From an optimization exercise on the open Yosys and OpenROAD flow, aimed at small area, a short achievable clock period and few clock cycles; shortcuts taken in it are not production practice.

== alpha ==
==> flow/design.v <==
module sram_march (
    input  wire        clk,
    input  wire        rst,             
    input  wire [16:0] cfg_size,
    input  wire [7:0]  cfg_sections,
    input  wire [6:0]  cfg_overlap,
    input  wire        cfg_intraword,
    input  wire        step_valid,
    output reg         step_ready,
    output reg         sram_req,
    output reg         sram_we,
    output reg  [15:0] sram_addr,
    output reg  [7:0]  sram_wdata,
    input  wire        sram_gnt,
    input  wire        sram_rvalid,
    input  wire [7:0]  sram_rdata,
    output reg         done,
    output reg         done_bad,
    output reg  [7:0]  cursor,
    output reg         sram_fault
);
    localparam [2:0] S_DIV  = 3'd0,    
                     S_MUL  = 3'd1,    
                     S_LOAD = 3'd2,    
                     S_IDLE = 3'd3,
                     S_SET1 = 3'd4,    
                     S_SET2 = 3'd5,    
                     S_RUN  = 3'd6;
    localparam [2:0] P_SAVE    = 3'd0,
                     P_M1      = 3'd1,
                     P_M2      = 3'd2,
                     P_M3      = 3'd3,
                     P_M4      = 3'd4,
                     P_IW      = 3'd5,
                     P_RESTORE = 3'd6,
                     P_FIN     = 3'd7;    
    reg  [2:0]  state;
    reg  [2:0]  phase;
    reg  [3:0]  u;           
    reg  [15:0] J;           
    reg  [15:0] base;        
    reg  [16:0] endx;        
    reg  [15:0] B;
    reg  [14:0] O;           
    reg         iw;          
    reg         rnz;         
    reg         lastn;       
    reg         fl;          
    reg         bad;
    reg  [1:0]  occ;         
    reg         pend;        
    reg         msub;        
    reg  [3:0]  tag;         
    function [17:0] radd;
        input [16:0] a;
        input [16:0] b;
        input        ci;
        integer i;
        reg c;
        begin
            c = ci;
            for (i = 0; i < 17; i = i + 1) begin
                radd[i] = a[i] ^ b[i] ^ c;
                c = (a[i] & b[i]) | (c & (a[i] ^ b[i]));
            end
            radd[17] = c;
        end
    endfunction
    function [16:0] rinc;
        input [15:0] a;
        input        dn;
        integer i;
        reg c;
        begin
            c = 1'b1;
            for (i = 0; i < 16; i = i + 1) begin
                rinc[i] = a[i] ^ c;
                c = c & (a[i] ^ dn);
            end
            rinc[16] = c;
        end
    endfunction
    reg  [7:0]  expv;
    always @* begin
        case (tag[2:0])
            3'd0: expv = 8'h00;
            3'd1: expv = 8'hFF;
            3'd2: expv = 8'h55;
            3'd3: expv = 8'hAA;
            3'd4: expv = 8'h33;
            3'd5: expv = 8'hCC;
            3'd6: expv = 8'hF0;
            default: expv = 8'h0F;
        endcase
    end
    wire        bad_nx = bad | (sram_rvalid & tag[3] & (sram_rdata != expv));
    wire [16:0] a_id    = rinc(sram_addr, phase == P_M3);   
    wire        at_end  = (a_id == endx);
    wire        at_base = (sram_addr == base);
    wire        sec0    = (cursor == 8'd0);
    reg  [2:0]  n_phase;
    reg  [3:0]  n_u;
    reg  [1:0]  n_asel;      
    reg         n_azero;     
    reg         n_jswap;     
    reg         n_we;
    reg         n_copy;      
    reg  [7:0]  n_wd;
    function [3:0] tag_of;
        input [2:0] ph;
        input [3:0] uu;
        case (ph)
            P_M2, P_M4: tag_of = 4'b1000;
            P_M3:       tag_of = 4'b1001;
            P_IW:       tag_of = {1'b1, 3'd2 + uu[3:1]};
            default:    tag_of = 4'b0000;    
        endcase
    endfunction
    function [7:0] pat;
        input [2:0] v;
        case (v)
            3'd0: pat = 8'h55;
            3'd1: pat = 8'hAA;
            3'd2: pat = 8'h33;
            3'd3: pat = 8'hCC;
            3'd4: pat = 8'hF0;
            default: pat = 8'h0F;
        endcase
    endfunction
    always @* begin
        n_phase = phase;
        n_u     = 4'd0;
        n_asel  = 2'd0;
        n_azero = 1'b0;
        n_jswap = 1'b0;
        n_we    = 1'b0;
        n_copy  = 1'b0;
        n_wd    = 8'h00;
        case (phase)
            P_SAVE: begin
                if (!u[0]) begin
                    n_u = 4'd1; n_asel = 2'd3; n_jswap = 1'b1;
                    n_we = 1'b1; n_copy = 1'b1;
                end else if (!fl) begin
                    n_asel = 2'd3; n_jswap = 1'b1;
                end else begin
                    n_phase = P_M1; n_asel = 2'd2; n_we = 1'b1;
                end
            end
            P_M1: begin
                if (!at_end) begin
                    n_asel = 2'd1; n_we = 1'b1;
                end else begin
                    n_phase = P_M2; n_asel = 2'd2;
                end
            end
            P_M2: begin
                if (!u[0]) begin
                    n_u = 4'd1; n_we = 1'b1; n_wd = 8'hFF;
                end else if (!at_end) begin
                    n_asel = 2'd1;
                end else begin
                    n_phase = P_M3;
                end
            end
            P_M3: begin
                if (!u[0]) begin
                    n_u = 4'd1; n_we = 1'b1;
                end else if (!at_base) begin
                    n_asel = 2'd1;
                end else begin
                    n_phase = P_M4;
                end
            end
            P_M4: begin
                if (!at_end) begin
                    n_asel = 2'd1;
                end else if (iw) begin
                    n_phase = P_IW; n_asel = 2'd2; n_we = 1'b1; n_wd = 8'h55;
                end else if (!sec0) begin
                    n_phase = P_RESTORE; n_azero = 1'b1;
                end else begin
                    n_phase = P_FIN;
                end
            end
            P_IW: begin
                if (!u[0]) begin
                    n_u = {u[3:1], 1'b1};
                end else if (u != 4'd11) begin
                    n_u = {u[3:1] + 3'd1, 1'b0}; n_we = 1'b1; n_wd = pat(u[3:1] + 3'd1);
                end else if (!at_end) begin
                    n_asel = 2'd1; n_we = 1'b1; n_wd = 8'h55;
                end else if (!sec0) begin
                    n_phase = P_RESTORE; n_azero = 1'b1;
                end else begin
                    n_phase = P_FIN;
                end
            end
            default: begin  
                if (!u[0]) begin
                    n_u = 4'd1; n_asel = 2'd3; n_jswap = 1'b1;
                    n_we = 1'b1; n_copy = 1'b1;
                end else if (!at_end) begin
                    n_asel = 2'd3; n_jswap = 1'b1;
                end else begin
                    n_phase = P_FIN;
                end
            end
        endcase
    end
    function may_go;
        input [2:0] ph;
        input [3:0] uu;
        input       w;
        input [1:0] o;
        input [3:0] tg;
        begin
            if (ph == P_FIN || (w && (ph == P_SAVE || ph == P_RESTORE)))
                may_go = (o == 2'd0);
            else if (w)
                may_go = 1'b1;
            else
                may_go = (o == 2'd0) || ((o == 2'd1) && (tag_of(ph, uu) == tg));
        end
    endfunction
    wire       run  = (state == S_RUN);
    wire       acc  = sram_req & sram_gnt;           
    wire [1:0] occ_a = occ + {1'b0, ~sram_we};       
    wire [1:0] occ_am = occ_a - 2'd1;
    wire [1:0] occ_m  = occ - 2'd1;
    wire [3:0] etag = sram_we ? tag : tag_of(phase, u);
    wire       nx0  = may_go(n_phase, n_u, n_we, occ_a, etag);
    wire       nx1  = may_go(n_phase, n_u, n_we, occ_am, etag);
    wire       cu0  = may_go(phase, u, sram_we, occ, tag);
    wire       cu1  = may_go(phase, u, sram_we, occ_m, tag);
    wire       go_n = sram_rvalid ? nx1 : nx0;      
    wire       go_c = sram_rvalid ? cu1 : cu0;      
    wire       step_end = run & pend & (phase == P_FIN) & (occ == 2'd0);
    wire [16:0] p_dec = rinc({9'd0, O[6:0]}, 1'b1);
    reg  [16:0] g_y;
    reg         g_c;
    always @* begin
        case (state)
            S_DIV:   begin g_y = ~{9'd0, J[7:0]}; g_c = 1'b1; end    
            S_MUL:   begin g_y = msub ? ~17'd100 : {1'b0, B}; g_c = msub; end
            S_SET1:  begin g_y = ~{2'd0, O};      g_c = 1'b1; end    
            default: begin g_y = {1'b0, B};       g_c = 1'b0; end    
        endcase
    end
    wire [17:0] g_s  = radd(endx, g_y, g_c);
    wire        g_ge = g_s[17];                  
    wire [16:0] cur_inc = rinc({8'd0, cursor}, 1'b0);
    reg         is_nm1;      
    wire        wrap    = (is_nm1 & ~rnz) | lastn;
    always @(posedge clk) begin
        begin
            done   <= 1'b0;
            bad    <= bad_nx;
            is_nm1 <= (cur_inc[7:0] == cfg_sections);
            occ  <= occ + {1'b0, acc & ~sram_we} - {1'b0, sram_rvalid};
            if (step_ready && step_valid)
                step_ready <= 1'b0;
            if (sram_rvalid && !tag[3])
                sram_wdata <= sram_rdata;
            if (acc && !sram_we)
                tag <= tag_of(phase, u);
            case (state)
                S_LOAD: begin
                    endx      <= cfg_size;
                    J         <= {8'd0, cfg_sections};
                    O         <= {8'd0, cfg_overlap};
                    iw        <= cfg_intraword;
                    sram_addr <= 16'd0;
                    phase     <= P_SAVE;
                    state     <= S_DIV;
                end
                S_DIV: begin
                    if (g_ge) begin
                        endx      <= g_s[16:0];
                        sram_addr <= a_id[15:0];
                    end else begin
                        B         <= sram_addr;
                        rnz       <= (endx[7:0] != 8'd0);
                        endx      <= 17'd0;
                        sram_addr <= 16'd0;
                        msub      <= 1'b0;
                        state     <= S_MUL;
                    end
                end
                S_MUL: begin
                    if (msub) begin
                        if (g_ge) begin
                            endx      <= g_s[16:0];
                            sram_addr <= a_id[15:0];
                        end else begin
                            msub      <= 1'b0;
                        end
                    end else if (O[6:0] != 7'd0) begin
                        endx   <= g_s[16:0];
                        O[6:0] <= p_dec[6:0];
                        msub   <= 1'b1;
                    end else begin
                        O     <= sram_addr[14:0];
                        state <= S_IDLE;
                    end
                end
                S_IDLE: begin
                    if (!step_ready || step_valid)
                        state <= S_SET1;
                end
                S_SET1: begin
                    if (sec0) begin
                        base <= 16'd0;
                        endx <= {2'd0, O};
                    end else if (cursor == 8'd1) begin
                        base <= endx[15:0];
                        endx <= g_s[16:0];
                    end else begin
                        base <= g_s[15:0];
                    end
                    state <= S_SET2;
                end
                S_SET2: begin
                    if (lastn) endx <= cfg_size;
                    else       endx <= g_s[16:0];
                    sram_addr <= base;
                    J         <= 16'd0;
                    sram_req  <= 1'b1;
                    bad       <= 1'b0;
                    u         <= 4'd0;
                    fl        <= 1'b0;
                    if (sec0) begin
                        phase      <= P_M1;
                        sram_we    <= 1'b1;
                        sram_wdata <= 8'h00;
                    end else begin
                        phase      <= P_SAVE;
                        sram_we    <= 1'b0;
                    end
                    pend  <= 1'b0;
                    state <= S_RUN;
                end
                default: begin  
                    if (phase == P_SAVE && !u[0])
                        fl <= at_end;
                    if (!acc && pend && phase != P_FIN && go_c) begin
                        sram_req <= 1'b1;
                        pend     <= 1'b0;
                    end
                    if (step_end) begin
                        done       <= 1'b1;
                        done_bad   <= bad;
                        if (bad) sram_fault <= 1'b1;
                        cursor     <= wrap ? 8'd0 : cur_inc[7:0];
                        lastn      <= is_nm1 & rnz;
                        step_ready <= 1'b1;
                        pend       <= 1'b0;
                        state      <= S_IDLE;
                    end
                end
            endcase
            if (acc) begin
                phase   <= n_phase;
                u       <= n_u;
                sram_we <= n_we;
                if (n_we && !n_copy)
                    sram_wdata <= n_wd;
                if (n_azero)
                    sram_addr <= 16'd0;
                else case (n_asel)
                    2'd0: sram_addr <= sram_addr;
                    2'd1: sram_addr <= a_id[15:0];
                    2'd2: sram_addr <= base;
                    default: sram_addr <= J;
                endcase
                if (n_azero)      J <= base;
                else if (n_jswap) J <= a_id[15:0];
                sram_req <= go_n & (n_phase != P_FIN);
                pend     <= ~go_n | (n_phase == P_FIN);
            end
            if (rst) begin
                state      <= S_LOAD;
                cursor     <= 8'd0;
                lastn      <= 1'b0;
                done       <= 1'b0;
                sram_fault <= 1'b0;
                sram_req   <= 1'b0;
                pend       <= 1'b0;
                step_ready <= 1'b1;
                occ        <= 2'd0;
            end
        end
    end
endmodule
Settings: LEC_CHECK=0, CAP_MARGIN=20, CORE_MARGIN=2, CORE_UTILIZATION=70, CTS_BUF_LIST=sky130_fd_sc_hd__clkbuf_4 sky130_fd_sc_hd__clkbuf_8, CTS_CLUSTER_SIZE=30, PLACE_DENSITY=0.75, SLEW_MARGIN=20; clock period 42.0 ns.
standard.sh (not shown) runs the stock make flow with config.mk's settings and CLKGATE_MAP_FILE= SYNTH_SCRIPT=/design/flow/synth_recipe.tcl, a recipe that flattens the netlist after the stock synthesis.
==> flow/flow/run.sh <==
#!/bin/bash
# The standard layout (standard.sh), with two changes: the ports are
# buffered with buf_2 cells, and timing repair aims for 32 ns of setup slack
# at the design's clock. standard.sh's full output goes to standard.log here.
set -euo pipefail
export BUFFER_PORTS_ARGS="-buffer_cell sky130_fd_sc_hd__buf_2"
export SETUP_SLACK_MARGIN=32.0
bash standard.sh > standard.log 2>&1
Setup changes, alpha to beta
--- a/flow/design.v
+++ b/flow/design.v
@@ -39,5 +39,4 @@
     reg  [3:0]  u;           
     reg  [15:0] J;           
-    reg  [15:0] base;        
     reg  [16:0] endx;        
     reg  [15:0] B;
@@ -97,5 +96,5 @@
     wire [16:0] a_id    = rinc(sram_addr, phase == P_M3);   
     wire        at_end  = (a_id == endx);
-    wire        at_base = (sram_addr == base);
+    wire        at_base = (sram_addr == J);
     wire        sec0    = (cursor == 8'd0);
     reg  [2:0]  n_phase;
@@ -152,5 +151,5 @@
                     n_asel = 2'd1; n_we = 1'b1;
                 end else begin
-                    n_phase = P_M2; n_asel = 2'd2;
+                    n_phase = P_M2; n_asel = 2'd3;
                 end
             end
@@ -177,5 +176,5 @@
                     n_asel = 2'd1;
                 end else if (iw) begin
-                    n_phase = P_IW; n_asel = 2'd2; n_we = 1'b1; n_wd = 8'h55;
+                    n_phase = P_IW; n_asel = 2'd3; n_we = 1'b1; n_wd = 8'h55;
                 end else if (!sec0) begin
                     n_phase = P_RESTORE; n_azero = 1'b1;
@@ -236,5 +235,6 @@
     wire       go_n = sram_rvalid ? nx1 : nx0;      
     wire       go_c = sram_rvalid ? cu1 : cu0;      
-    wire       step_end = run & pend & (phase == P_FIN) & (occ == 2'd0);
+    wire       step_end = run & pend & (phase == P_FIN) &
+                          (sram_rvalid ? (occ == 2'd1) : (occ == 2'd0));
     wire [16:0] p_dec = rinc({9'd0, O[6:0]}, 1'b1);
     reg  [16:0] g_y;
@@ -242,4 +242,5 @@
     always @* begin
         case (state)
+            S_RUN:   begin g_y = ~{1'b0, sram_addr}; g_c = 1'b0; end  
             S_DIV:   begin g_y = ~{9'd0, J[7:0]}; g_c = 1'b1; end    
             S_MUL:   begin g_y = msub ? ~17'd100 : {1'b0, B}; g_c = msub; end
@@ -248,5 +249,6 @@
         endcase
     end
-    wire [17:0] g_s  = radd(endx, g_y, g_c);
+    wire [16:0] g_x  = (state == S_RUN) ? {1'b0, J} : endx;
+    wire [17:0] g_s  = radd(g_x, g_y, g_c);
     wire        g_ge = g_s[17];                  
     wire [16:0] cur_inc = rinc({8'd0, cursor}, 1'b0);
@@ -311,11 +313,11 @@
                 S_SET1: begin
                     if (sec0) begin
-                        base <= 16'd0;
-                        endx <= {2'd0, O};
+                        sram_addr <= 16'd0;
+                        endx      <= {2'd0, O};
                     end else if (cursor == 8'd1) begin
-                        base <= endx[15:0];
-                        endx <= g_s[16:0];
+                        sram_addr <= endx[15:0];
+                        endx      <= g_s[16:0];
                     end else begin
-                        base <= g_s[15:0];
+                        sram_addr <= g_s[15:0];
                     end
                     state <= S_SET2;
@@ -324,5 +326,4 @@
                     if (lastn) endx <= cfg_size;
                     else       endx <= g_s[16:0];
-                    sram_addr <= base;
                     J         <= 16'd0;
                     sram_req  <= 1'b1;
@@ -350,6 +351,6 @@
                     if (step_end) begin
                         done       <= 1'b1;
-                        done_bad   <= bad;
-                        if (bad) sram_fault <= 1'b1;
+                        done_bad   <= bad_nx;
+                        if (bad_nx) sram_fault <= 1'b1;
                         cursor     <= wrap ? 8'd0 : cur_inc[7:0];
                         lastn      <= is_nm1 & rnz;
@@ -371,9 +372,9 @@
                     2'd0: sram_addr <= sram_addr;
                     2'd1: sram_addr <= a_id[15:0];
-                    2'd2: sram_addr <= base;
+                    2'd2: sram_addr <= g_s[15:0];
                     default: sram_addr <= J;
                 endcase
-                if (n_azero)      J <= base;
-                else if (n_jswap) J <= a_id[15:0];
+                if (n_asel == 2'd2) J <= g_s[15:0];
+                else if (n_jswap)   J <= a_id[15:0];
                 sram_req <= go_n & (n_phase != P_FIN);
                 pend     <= ~go_n | (n_phase == P_FIN);
--- outcome ---
Die area | beta > alpha
Between beta and alpha, the maximum frequency from static timing analysis does not differ in any meaningful way.
beta against alpha: number of distinct library cells after synthesis went up by 4, maximum cell stage delay along the critical path went up by 0.02 ns.
Of beta and alpha, the higher total half-perimeter wirelength after legalization and detailed placement belongs to beta.
Run comparison: alpha most common cell after layout, fill and taps aside edfxtp_1; beta most common cell after layout, fill and taps aside nand2_1
NOTE cell area after synthesis alpha->beta increased by a few percent
Summary — clock-cell share of area, beta relative to alpha: lower, by 0.56 points.
No run of this note included a check of the RTL's function; only the layout flow was run.

==> static timing again, ports no longer ideal <==
In the flow no input, the clock included, has a driving cell. The finished layouts below were timed again as built, in two steps.
Step 1: set_driving_cell puts a clkbuf_16 on clk and a buf_2 on each other input, an assumption about the parent block.
Step 2 times the ports against the registers' clock, not the clock port: input delays grow and output delays shrink by t, the midpoint of the rising clock arrivals with the driver on.
a / b / c = ideal / step 1 / step 2; a / b = the first two.
run	t, ns	setup WS [ns]	hold slack, ns	worst slew at a driven data input, ns
alpha	0.514	32.072 / 32.034 / 31.572	0.469 / 0.469 / 0.469	0.04
beta	0.500	32.065 / 32.024 / 31.653	0.488 / 0.488 / 0.488	0.04
After both steps every run listed still meets setup and hold. For alpha, which loses most, drivers alone change the setup slack by -0.038 ns; drivers and shift together by -0.500 ns.
